Background: an optimization exercise with open tools, aiming at small area, a short achievable clock period and few clock cycles. Do not read the settings as production practice.
The RTL was checked by simulation tests, not by an equivalence proof against the original design.
Power and IR drop assume default switching activity.

==> design.v <==
module bkc #(
    parameter N_IN   = 64,
    parameter N_OUT  = 128,
    parameter N_BITS = 16
) (
    input  wire        clk,
    input  wire        rst,
    input  wire        bus_valid,
    input  wire        bus_write,
    input  wire [17:0] bus_addr,
    input  wire [31:0] bus_wdata,
    output reg         bus_ack,
    output reg         bus_err,
    output reg  [31:0] bus_rdata
);
    localparam F_POS = 3'd1, F_RANGE = 3'd2, F_CAP = 3'd3, F_ILL = 3'd4;
    localparam E_FMT = 2'd1, E_LEN = 2'd2;
    localparam M_NYB = 2'd0, M_DEN = 2'd1, M_PARSE = 2'd2, M_REND = 2'd3;
    reg [31:0] cmd;
    reg        pend;           
    reg        done, none, faulted;
    reg [1:0]  err;
    reg [2:0]  fcode;
    reg [7:0]  data;
    reg [15:0] result;
    reg [15:0] ilen;
    reg [7:0]  olen;
    reg [7:0]  blen;
    reg [511:0] ibuf;          
    reg [15:0] bseq;
    reg [511:0] snap;
    reg [63:0] sflag;          
    reg [63:8] gp;             
    reg [1:0]  mmode;
    reg        mord, mlc, msep, museF;
    reg [3:0]  mm;             
    reg [4:0]  mbase;          
    wire [31:0] status = {19'd0, faulted, 1'b0, fcode, none, 1'b0, err, 2'b00, done, 1'b0};
    wire        aligned  = (bus_addr[1:0] == 2'b00);
    wire        is_reg   = aligned && (bus_addr[17:6] == 12'd0) && (bus_addr[5:2] <= 4'd10);
    wire [3:0]  reg_idx  = bus_addr[5:2];
    wire        is_bseq  = aligned && (bus_addr[17:6] == 12'h004);
    wire        is_ibuf  = aligned && (bus_addr[17:8] == 10'h100);
    wire        is_obuf  = aligned && (bus_addr[17:9] == 9'h100);
    wire [3:0]  bseq_a   = bus_addr[5:2];
    wire [5:0]  ibuf_a   = bus_addr[7:2];
    wire reg_writable = (reg_idx == 4'd0) || (reg_idx == 4'd2) || (reg_idx == 4'd4) ||
                        (reg_idx == 4'd6) || (reg_idx == 4'd7);
    wire legal = bus_write ? ((is_reg && reg_writable) || is_bseq || is_ibuf)
                           : (is_reg || is_bseq || is_ibuf || is_obuf);
    wire wr_ok    = bus_valid && bus_write && legal;
    wire wr_reg   = wr_ok && is_reg;
    wire srst     = wr_reg && (reg_idx == 4'd7) && bus_wdata[0];
    wire wr_cmd   = wr_reg && (reg_idx == 4'd0);
    wire rd_ok    = bus_valid && !bus_write && legal;
    reg        r_reg, r_bseq, r_ibuf, r_obuf;
    reg [6:0]  r_idx;
    always @(posedge clk) begin
        if (rst) begin
            bus_ack <= 1'b0;
            bus_err <= 1'b0;
        end else begin
            bus_ack <= bus_valid;
            bus_err <= bus_valid && !legal;
        end
        r_reg  <= rd_ok && is_reg;
        r_bseq <= rd_ok && is_bseq;
        r_ibuf <= rd_ok && is_ibuf;
        r_obuf <= rd_ok && is_obuf;
        r_idx  <= bus_addr[8:2];
    end
    wire [4:0] op    = cmd[4:0];
    wire [3:0] f1    = cmd[11:8];
    wire [3:0] f2    = cmd[15:12];
    wire [7:0] imm_a = cmd[23:16];
    wire [7:0] imm_b = cmd[31:24];
    wire       ord   = cmd[8];
    wire       lc    = cmd[12];
    wire       sep   = cmd[13];
    wire [3:0] mindig = (f1 == 4'd0) ? 4'd2 : f1;
    reg legal_cmd;
    always @(*) begin
        case (op)
            5'h01, 5'h02, 5'h03: legal_cmd = (cmd[31:12] == 20'd0) && (cmd[7:5] == 3'd0);
            5'h04:               legal_cmd = (cmd[31:16] == 16'd0) && (cmd[7:5] == 3'd0);
            5'h05:               legal_cmd = (cmd[31:24] == 8'd0)  && (cmd[7:5] == 3'd0);
            5'h06, 5'h07, 5'h08, 5'h09, 5'h0A, 5'h10:
                                 legal_cmd = (cmd[31:5] == 27'd0);
            5'h0B:               legal_cmd = (cmd[15:5] == 11'd0);
            5'h0C, 5'h0D:        legal_cmd = (cmd[31:9] == 23'd0) && (cmd[7:5] == 3'd0);
            5'h11:               legal_cmd = (cmd[31:13] == 19'd0) && (cmd[7:5] == 3'd0);
            5'h12:               legal_cmd = (cmd[31:14] == 18'd0) && (cmd[7:5] == 3'd0);
            default:             legal_cmd = 1'b0;
        endcase
    end
    wire op_bit   = (op == 5'h01) || (op == 5'h02) || (op == 5'h03) || (op == 5'h04);
    wire op_repl  = (op == 5'h05);
    wire op_nyb   = (op == 5'h0C);
    wire op_den   = (op == 5'h0D);
    wire op_parse = (op == 5'h10);
    wire op_rendb = (op == 5'h11);
    wire op_rends = (op == 5'h12);
    wire op_ilen  = op_nyb || op_den || op_parse || op_rends;
    wire [7:0] onehot_f1 = 8'd1 << f1[2:0];
    wire [3:0] extr_room = 4'd8 - {1'b0, f1[2:0]};
    wire [3:0] extr_eff  = (f2 < extr_room) ? f2 : extr_room;
    wire [7:0] extr_mask = (8'd1 << extr_eff) - 8'd1;
    wire [7:0] extr_val  = (data >> f1[2:0]) & ((extr_eff == 4'd8) ? 8'hFF : extr_mask);
    reg [3:0] repl_w;
    always @(*) begin
        if      (imm_a[7]) repl_w = 4'd8;
        else if (imm_a[6]) repl_w = 4'd7;
        else if (imm_a[5]) repl_w = 4'd6;
        else if (imm_a[4]) repl_w = 4'd5;
        else if (imm_a[3]) repl_w = 4'd4;
        else if (imm_a[2]) repl_w = 4'd3;
        else if (imm_a[1]) repl_w = 4'd2;
        else               repl_w = 4'd1;
    end
    wire [3:0]  repl_span = {1'b0, f2[2:0]} - {1'b0, f1[2:0]} + 4'd1;
    wire [3:0]  repl_k    = (repl_w < repl_span) ? repl_w : repl_span;
    wire [15:0] repl_m16  = ((16'd1 << repl_k) - 16'd1) << f1[2:0];
    wire [15:0] repl_v16  = {8'd0, imm_a} << f1[2:0];
    wire [7:0]  repl_val  = (data & ~repl_m16[7:0]) | (repl_v16[7:0] & repl_m16[7:0]);
    reg [7:0] frombits_val;
    integer fb, k;
    always @(*) begin
        frombits_val = 8'd0;
        for (fb = 0; fb < 8; fb = fb + 1)
            if (fb < blen) frombits_val[fb] = bseq[fb];
    end
    function is_ws_f(input [7:0] c);
        is_ws_f = (c == 8'h20) || (c >= 8'h09 && c <= 8'h0D);
    endfunction
    function is_hex_f(input [7:0] c);
        is_hex_f = (c >= 8'h30 && c <= 8'h39) || (c >= 8'h41 && c <= 8'h46) || (c >= 8'h61 && c <= 8'h66);
    endfunction
    wire [6:0] n_el = op_rendb ? 7'd1 : ilen[6:0];    
    wire [511:0] src;
    wire [65:0] inr;           
    wire [65:0] wsp;           
    wire [65:0] nws;           
    wire [63:0] hexc;
    wire [63:0] longe;
    genvar p;
    generate
        for (p = 0; p < 64; p = p + 1) begin : g_cls
            wire [7:0] c = ibuf[8*p +: 8];
            if (p == 0) begin : g0
                assign src[7:0] = op_rendb ? data : c;
            end else begin : gn
                assign src[8*p +: 8] = c;
            end
            assign inr[p]   = (p < n_el);
            assign wsp[p]   = inr[p] && is_ws_f(c);
            assign nws[p]   = inr[p] && !is_ws_f(c);
            assign hexc[p]  = is_hex_f(c);
            assign longe[p] = |src[8*p+4 +: 4];
        end
    endgenerate
    assign inr[65:64] = 2'b00;
    assign wsp[65:64] = 2'b00;
    assign nws[65:64] = 2'b00;
    wire wsmode = |wsp[63:0];
    wire [63:0] tstart, bad_len, bad_fmt;
    generate
        for (p = 0; p < 64; p = p + 1) begin : g_tok
            wire st_ws  = nws[p] && ((p == 0) ? 1'b1 : wsp[p-1]);
            wire st_ch  = inr[p] && (p % 2 == 0);
            wire gl_ws  = nws[p+1] && !nws[p+2];
            wire gl_ch  = inr[p+1];
            wire hx     = hexc[p] && ((p == 63) ? 1'b0 : hexc[(p+1) % 64]);
            assign tstart[p]  = wsmode ? st_ws : st_ch;
            wire   glen       = wsmode ? gl_ws : gl_ch;
            assign bad_len[p] = tstart[p] && !glen;
            assign bad_fmt[p] = tstart[p] && glen && !hx;
        end
    endgenerate
    wire [127:0] t_any, t_len;
    generate
        for (p = 0; p < 64; p = p + 1) begin : g_leaf
            assign t_any[64 + p] = bad_len[p] || bad_fmt[p];
            assign t_len[64 + p] = bad_len[p];
        end
        for (p = 63; p >= 1; p = p - 1) begin : g_node
            assign t_any[p] = t_any[2*p] || t_any[2*p+1];
            assign t_len[p] = t_any[2*p] ? t_len[2*p] : t_len[2*p+1];
        end
    endgenerate
    wire parse_bad = t_any[1];
    wire parse_len = t_len[1];
    wire       useF  = op_parse || (mindig == 4'd1);
    wire [4:0] base  = op_parse ? 5'd0 : ((mindig == 4'd1) ? 5'd1 : {1'b0, mindig}) + {4'd0, sep};
    wire [63:0] flg  = op_parse ? tstart : longe;
    wire [63:0] wflg = flg & inr[63:0] & {64{useF}};
    wire [63:0] gsum;
    generate
        for (p = 0; p < 8; p = p + 1) begin : g_gsum
            wire [6:0] lo  = 7'd8 * p;
            wire [3:0] cnt = (n_el <= lo) ? 4'd0 :
                             ((n_el - lo) >= 7'd8) ? 4'd8 : (n_el[3:0] - lo[3:0]);
            wire [7:0] c8  = cnt;
            assign gsum[8*p +: 8] = c8 * base +
                             wflg[8*p+0] + wflg[8*p+1] + wflg[8*p+2] + wflg[8*p+3] +
                             wflg[8*p+4] + wflg[8*p+5] + wflg[8*p+6] + wflg[8*p+7];
        end
    endgenerate
    wire [98:0] gpre;          
    assign gpre[10:0] = 11'd0;
    generate
        for (p = 0; p < 8; p = p + 1) begin : g_gpre
            assign gpre[11*(p+1) +: 11] = gpre[11*p +: 11] + {3'd0, gsum[8*p +: 8]};
        end
    endgenerate
    wire [10:0] wtotal = gpre[88 +: 11];
    wire [10:0] rtotal = wtotal - {10'd0, sep && (n_el != 7'd0)};    
    wire ilen_big = (ilen > 16'd64);
    reg  [2:0] fault_code;
    always @(*) begin
        fault_code = 3'd0;
        if (!legal_cmd)                                            fault_code = F_ILL;
        else if ((op_bit && f1[3]) || (op_repl && (f1[3] || f2[3]))) fault_code = F_POS;
        else if (op_repl && (f1 > f2))                             fault_code = F_RANGE;
        else if ((op == 5'h07) && (blen > 8'd16))                  fault_code = F_CAP;
        else if (op_ilen && ilen_big)                              fault_code = F_CAP;
        else if (op_rends && (rtotal > 11'd128))                   fault_code = F_CAP;
    end
    wire fault_now   = (fault_code != 3'd0);
    wire faulted_eff = faulted || (pend && fault_now);
    wire perf        = pend && !fault_now;           
    wire obuf_wr = perf && (op_nyb || op_den || op_parse || op_rendb || op_rends);
    always @(posedge clk) begin
        if (obuf_wr) begin
            snap  <= src;
            sflag <= flg;
            for (k = 1; k < 8; k = k + 1) gp[8*k +: 8] <= gpre[11*k +: 8];
            mmode <= op_nyb ? M_NYB : op_den ? M_DEN : op_parse ? M_PARSE : M_REND;
            mord  <= ord;
            mlc   <= lc;
            msep  <= sep;
            mm    <= mindig;
            mbase <= base;
            museF <= useF;
        end
        for (k = 0; k < 64; k = k + 1)
            if (wr_ok && is_ibuf && ibuf_a == k) ibuf[8*k +: 8] <= bus_wdata[7:0];
    end
    always @(posedge clk) begin
        if (perf && (op == 5'h06))
            bseq[7:0] <= data;
        for (k = 0; k < 16; k = k + 1)
            if (wr_ok && is_bseq && bseq_a == k) bseq[k] <= bus_wdata[0];
    end
    always @(posedge clk) begin
        if (rst || srst) begin
            cmd     <= 32'd0;
            pend    <= 1'b0;
            done    <= 1'b0;
            none    <= 1'b0;
            faulted <= 1'b0;
            err     <= 2'd0;
            fcode   <= 3'd0;
            data    <= 8'd0;
            result  <= 16'd0;
            ilen    <= 16'd0;
            olen    <= 8'd0;
            blen    <= 8'd0;
        end else begin
            if (pend) begin
                done <= 1'b1;
                err  <= 2'd0;
                none <= 1'b0;
                if (fault_now) begin
                    faulted <= 1'b1;
                    fcode   <= fault_code;
                end else begin
                    case (op)
                        5'h01: result <= {15'd0, data[f1[2:0]]};
                        5'h02: data <= data | onehot_f1;
                        5'h03: data <= data & ~onehot_f1;
                        5'h04: result <= {8'd0, extr_val};
                        5'h05: data <= repl_val;
                        5'h06: blen <= 8'd8;
                        5'h07: result <= {8'd0, frombits_val};
                        5'h08: result <= {12'd0, data[7:4]};
                        5'h09: result <= {12'd0, data[3:0]};
                        5'h0A: result <= {4'd0, data[7:4], 4'd0, data[3:0]};
                        5'h0B: result <= {8'd0, imm_a[3:0], imm_b[3:0]};
                        5'h0C: olen <= {ilen[6:0], 1'b0};
                        5'h0D: begin
                            if (ilen[0]) begin olen <= 8'd0; none <= 1'b1; end
                            else olen <= {2'b00, ilen[6:1]};
                        end
                        5'h10: begin
                            if (parse_bad) begin
                                err  <= parse_len ? E_LEN : E_FMT;
                                olen <= 8'd0;
                            end else olen <= wtotal[7:0];
                        end
                        5'h11, 5'h12: olen <= rtotal[7:0];
                        default: ;
                    endcase
                end
            end
            if (wr_reg) begin
                case (reg_idx)
                    4'd2: data <= bus_wdata[7:0];
                    4'd4: ilen <= bus_wdata[15:0];
                    4'd6: blen <= bus_wdata[7:0];
                    default: ;
                endcase
            end
            pend <= wr_cmd && !faulted_eff;
            if (wr_cmd && !faulted_eff) cmd <= bus_wdata;
        end
    end
    wire [6:0] j = r_idx;
    wire [63:0] gpv = {gp, 8'd0};
    wire [7:1] gt;
    generate
        for (p = 1; p < 8; p = p + 1) begin : g_gt
            assign gt[p]  = (gp[8*p +: 8] <= {1'b0, j});
        end
    endgenerate
    wire [2:0] g = gt[1] + gt[2] + gt[3] + gt[4] + gt[5] + gt[6] + gt[7];
    wire [7:0] rr = {1'b0, j} - gpv[8*g +: 8];
    wire [7:0] lfl = sflag[8*g +: 8] & {8{museF}};
    wire [63:0] q;             
    assign q[7:0] = 8'd0;
    generate
        for (p = 1; p < 8; p = p + 1) begin : g_q
            assign q[8*p +: 8] = q[8*(p-1) +: 8] + {3'd0, mbase} + {7'd0, lfl[p-1]};
        end
    endgenerate
    wire [7:1] lt;
    generate
        for (p = 1; p < 8; p = p + 1) begin : g_lt
            assign lt[p] = (q[8*p +: 8] <= rr);
        end
    endgenerate
    wire [2:0] li = lt[1] + lt[2] + lt[3] + lt[4] + lt[5] + lt[6] + lt[7];
    wire [7:0] dd = rr - q[8*li +: 8];
    reg  [5:0] e;
    always @(*) begin
        case (mmode)
            M_NYB:   e = j[6:1];
            M_DEN:   e = {j[4:0], 1'b0};
            default: e = {g, li};
        endcase
    end
    wire [5:0] e1 = e + 6'd1;
    wire [7:0] ea = snap[8*e +: 8];
    wire [7:0] eb = snap[8*e1 +: 8];
    function [3:0] hexval_f(input [7:0] c);
        hexval_f = c[6] ? (c[3:0] + 4'd9) : c[3:0];
    endfunction
    function [7:0] hexchr_f(input [3:0] v, input l);
        hexchr_f = (v < 4'd10) ? (8'h30 + {4'd0, v}) : ((l ? 8'h57 : 8'h37) + {4'd0, v});
    endfunction
    wire [3:0] rl = (mm == 4'd1) ? (|ea[7:4] ? 4'd2 : 4'd1) : mm;    
    reg  [7:0] rch;
    always @(*) begin
        if (dd[3:0] == rl)               rch = 8'h20;
        else if ({1'b0, dd[3:0]} + 5'd2 < {1'b0, rl})  rch = 8'h30;
        else if ({1'b0, dd[3:0]} + 5'd2 == {1'b0, rl}) rch = hexchr_f(ea[7:4], mlc);
        else                             rch = hexchr_f(ea[3:0], mlc);
    end
    reg [7:0] ob;
    always @(*) begin
        case (mmode)
            M_NYB:   ob = {4'd0, (j[0] ^ mord) ? ea[7:4] : ea[3:0]};
            M_DEN:   ob = mord ? {ea[3:0], eb[3:0]} : {eb[3:0], ea[3:0]};
            M_PARSE: ob = {hexval_f(ea), hexval_f(eb)};
            default: ob = rch;
        endcase
    end
    always @(*) begin
        bus_rdata = 32'd0;
        if (r_reg) begin
            case (r_idx[3:0])
                4'd0:  bus_rdata = cmd;
                4'd1:  bus_rdata = status;
                4'd2:  bus_rdata = {24'd0, data};
                4'd3:  bus_rdata = {16'd0, result};
                4'd4:  bus_rdata = {16'd0, ilen};
                4'd5:  bus_rdata = {24'd0, olen};
                4'd6:  bus_rdata = {24'd0, blen};
                4'd8:  bus_rdata = N_IN;
                4'd9:  bus_rdata = N_OUT;
                4'd10: bus_rdata = N_BITS;
                default: bus_rdata = 32'd0;
            endcase
        end else if (r_bseq) begin
            bus_rdata = {31'd0, bseq[r_idx[3:0]]};
        end else if (r_ibuf) begin
            bus_rdata = {24'd0, ibuf[8*r_idx[5:0] +: 8]};
        end else if (r_obuf) begin
            bus_rdata = {24'd0, ob};
        end
    end
endmodule
==> config.mk <==
export PLATFORM = sky130hd
export DESIGN_NAME = bkc
export DESIGN_NICKNAME = bkc
export VERILOG_FILES = /design/flow/design.v
export SDC_FILE = /design/flow/constraint.sdc
export NUM_CORES = 4
export LEC_CHECK = 0
export CAP_MARGIN = 20
export CORE_MARGIN = 2
export CORE_UTILIZATION = 40
export PLACE_DENSITY = 0.6
export SLEW_MARGIN = 20
==> run.sh <==
#!/bin/bash
# synth_recipe.tcl (not shown) runs the flow's synth.tcl, then flattens the netlist and writes it again
# the make line also repeats each setting of config.mk as NAME=value (left out here)
make -C /OpenROAD-flow-scripts/flow DESIGN_CONFIG=/design/flow/config.mk WORK_HOME=/design/flow/orfs CLKGATE_MAP_FILE= SYNTH_SCRIPT=/design/flow/synth_recipe.tcl finish
==> constraint.sdc <==
create_clock -name core_clock -period 8.0 [get_ports {clk}]
set_input_delay 1.6000 -clock core_clock [delete_from_list [all_inputs] [get_ports {clk}]]
set_output_delay 1.6000 -clock core_clock [all_outputs]
set_load 0.01 [all_outputs]
==> summary.txt <==
Cells and area
  • Nets: 10.8k
  • Share of cells above drive strength 1: 33.7%
  • Biggest regs: ibuf x512, snap x512
  • Post-layout util: 55.2%
  • Non-filler cells, final: 13.1k
  • Syn-to-layout area delta: 37.5%

Global routing
  • First-pass GRT wire length: 563 mm
  • GRT Total Usage: 36.9%
  • Antenna violations before repair: 54
  • Vias in the first global route: 77.9k
  • Grt total ovfl: 0
  • Largest net degree at the start of global routing: 86

Timing
  • Final setup margin: -9.70 ns
  • Clock skew: 0.0685 ns
  • Fmax: 56.5 MHz
  • # setup viols final: 729
  • Worst slew pin tran: 1.25 ns
  • Endpoints failing hold: 0
  • Slew headroom: 16.0%
  • Fin crit share: 221%
  • Unrepaired setup endpoints after global routing: yes
  • Tmin final: 17.70 ns
  • Slew Limit Fails: 0

Worst hold path
  • Hold path depth: 2
  • Worst Hold Launch: result[1]$_SDFFE_PP0P_
  • Worst min path class: flop to flop
  • Endpoint, Worst Hold: result[1]$_SDFFE_PP0P_

Clock network
  • Total CTS buffers: 149
  • CTS Root Cell: clkbuf_16
  • Clock latency on the worst-skew pair: 0.88 ns
  • Sink Count: 1272
  • Clk slew on worst S/H paths: 0.06 ns
  • H-Tree Depth: 4
  • CTS Buffer Depth: 3
  • CTS tree: built

Place
  • I/O Buffers: 87
  • Post-DP HPWL: 309 mm
  • Gp weighted congestion: 1.10
  • Placed Instances: 12.6k
  • Pre-CTS setup slack: -9.72 ns

Run
  • Max Cap Viol: 0

Floorplanning
  • Die Area: 214000 um2
  • Die W: 462 um
  • Die height: 462 um
  • Core area: 209000 um2
  • Row Count: 168
  • I/O pins: 88
  • Initial Util: 40.2%

Worst setup path
  • Cells on worst reg2reg path: 57
  • Largest fanout on the critical path: 6
  • R2r endpoint: snap[280]$_DFFE_PP_
  • Most frequent cell on the critical path: ha_4
  • Slowest cell on crit path: mux4_2
  • Required time of the critical path: 6.40 ns
  • CP endpoint kind: output port
  • RR Startpoint: cmd[4]$_SDFFE_PP0P_
  • CP startpoint kind: flop
  • Crit path DAT: 16.10 ns
  • Flop2flop setup slack: -4.97 ns
  • CP Class: flop to output port
  • Worst setup path startpoint: r_idx[1]$_DFF_P_
  • CP delay by family, top: adder cells
  • Slowest stage delay, CP: 0.70 ns
  • Buf+Inv Stages, Crit Path: 11

Detailed routing
  • Via density: 6.24
  • Via count: 81.8k
  • Wire length per cell: 31.2 um
  • Post-Route WL: 409 mm
  • TritonRoute pass-1 iters: 7
  • Number of DRC markers in iteration 0: 11.6k
  • Antenna-violating nets left: 0
  • DRC viols: 0

Synth
  • Post-Synth Simple-Gate Area: 17.2%
  • Ys Warns: 1
  • Synth area leaders: edfxtp_1 42%, mux4_2 8.2%, ha_1 6.2%
  • Largest family of logic cells by synthesized area: simple AND/OR/NAND/NOR gates
  • Post-synthesis adder-cell area fraction: 9.01%
  • Async S/R FF share, synth: 0%
  • Mean post-synth cell area: 10.6 um2
  • Area share of the largest cell type after synthesis: 41.7%
  • Ys flop type: edfxtp_1
  • Compound-gate portion of the synthesized area: 14.0%
  • Post-synthesis mux area share: 9.85%
  • Post-synth top area cell: edfxtp_1
  • Sequential area share after synthesis: 44.2%
  • Syn Inst Count: 7926
  • Count of different cell masters after synthesis: 112
  • Post-Syn Area: 84000 um2
  • Syn Nets: 8515
  • Synth Register Bits: 1272
  • XOR/XNOR Fraction of Synth Area: 2.01%
  • EDFF count, synth: 1166

Pwr
  • Maximum vdd drop: 0.000188 V
  • PD cells: 143 nW/um2
  • Leakage: 45.5 nW
  • Power, Total: 0.0165 W

Status
  • Failing Checks: negative setup slack
  • Status: failed layout checks
-- tightest hold or removal path, cell delays in order (launching register included) --
cell     delay, ns
dfxtp_1       0.31
nand2_1       0.05
nand2_1       0.04
-- power breakdown --
group	switching (W)	internal (W)
sequential	0.00000214	0.00719
combinational	0.00131	0.000943
clock	0.00305	0.00399
-- how the worst max path moves through the flow --
stage,endpoint,cells past startpoint
after detailed placement,bus_rdata[4],70
after CTS,bus_rdata[1],64
final,bus_rdata[1],65
after floorplan,bus_rdata[1],70
after global placement,bus_rdata[4],70
after global routing,bus_rdata[1],66
-- timing repair --
item                       CTS  global route
setup endpoints to repair  739           733
cloned                      34            41
hold buffers                 0             0
buffers inserted            97            76
resized for setup          331           315
pin swaps                  138           163
-- layer usage --
layer	vias up	track usage [%]	routed length [um]
met5	-	0	216
li1	34700	-	-
met1	40300	47.7	153000
met3	1281	9.72	49900
met4	38	22.7	32000
met2	5448	55.4	174000
-- layout make-up --
cell class	instances	area (um2)
repair buffers	2466	21900
flip-flops and latches	1272	37200
well taps	2805	3510
clock inverters	99	1110
diodes	20	50.0
clock buffers	174	3860
multi-input cells	5880	46400
inverters	392	1500
fillers	17800	93600
-- synthesized netlist by cell type, types with 91 or more instances --
master	count
nand2b_1	97
a21oi_1	522
mux2i_1	107
nor2_1	602
fa_1	116
dfxtp_1	106
edfxtp_1	1166
a21o_1	99
clkbuf_1	233
o21ai_0	274
nand3_1	303
ha_1	419
nand2_1	974
nor3_1	214
mux4_2	305
nor2b_1	107
and3_1	91
inv_1	383
xnor2_1	148
-- cell families (layout without fill, tap and decap cells) --
logic type                 count (synthesis)  in the layout
and+or+nand+nor                         2938           2938
AOI/OAI and AO/OA                       1774           1774
DFF                                     1272           1272
buffers and inverters                    774           3131
adders and majority gates                535            535
muxes                                    442            442
xor gates and xnor gates                 191            191
other                                      0             20
-- cells in the final DEF, fill, tap and decap left out, types with 38 or more instances in the layout --
cell type,Yosys,final
mux2i_1,107,105
buf_16,0,38
o22ai_1,75,71
dfxtp_1,106,96
nand2b_1,97,97
buf_6,5,51
o211ai_1,55,55
xnor2_1,148,111
a21oi_2,2,40
nand2_1,974,957
a31oi_1,60,57
nor2b_1,107,100
a21oi_1,522,467
a21o_1,99,92
edfxtp_1,1166,1166
nor3b_1,62,60
a211oi_1,71,65
nor3_1,214,202
ha_4,0,42
o21ai_0,274,241
nor2_1,602,585
a311oi_1,63,46
and3_1,91,84
a22oi_1,65,58
buf_4,22,2122
clkdlybuf4s50_1,0,71
inv_1,383,367
nand3_1,303,291
nand3b_1,69,69
nand4_1,51,51
nor4_1,63,56
clkbuf_16,0,184
or4b_2,43,43
or3_1,82,82
fa_1,116,101
mux4_2,305,305
buf_12,0,110
clkinv_1,6,38
ha_1,419,375
o21bai_1,48,45
-- metrics by stage --
step / hold slack [ns] / setup TNS, ns / area (um2)
floorplan: 0.415 / -5220.73 / 84800
global placement: 0.433 / -4484.34 / 104000
detailed placement: 0.438 / -4601.04 / 105000
CTS: 0.445 / -3400.09 / 113000
global route: 0.476 / -3708.09 / 115000
finish: 0.447 / -3463.19 / 116000
Testbench counts, summed over its fixed seeds: cycles 6,400.

[re-timing with driven ports]
How much do the figures lean on ideal ports? The routed layout below was timed once more, with nothing changed but the port constraints. Step 1 sets driving cells, clkbuf_16 on the clock port and buf_2 on the other inputs (assumed; they add their load-dependent delay and slew). Step 2 adds t to the input delays and takes it off the output delays; t is the mean of the earliest and latest rising clock arrival at the registers after step 1. Input paths then give back, and output paths get back, about the clock's delay inside the block. Slacks: no drivers / after step 1 / after step 2; pairs: no drivers / after step 1.
t (ns): 0.945
slack for setup (ns): -9.700 / -9.799 / -8.854
clock arrival spread, ns: 0.069 / 0.069
slew at the worst register clock pin (ns): 0.07 / 0.07
For this run, drivers alone change the setup slack by -0.099 ns; drivers and shift together by +0.846 ns.
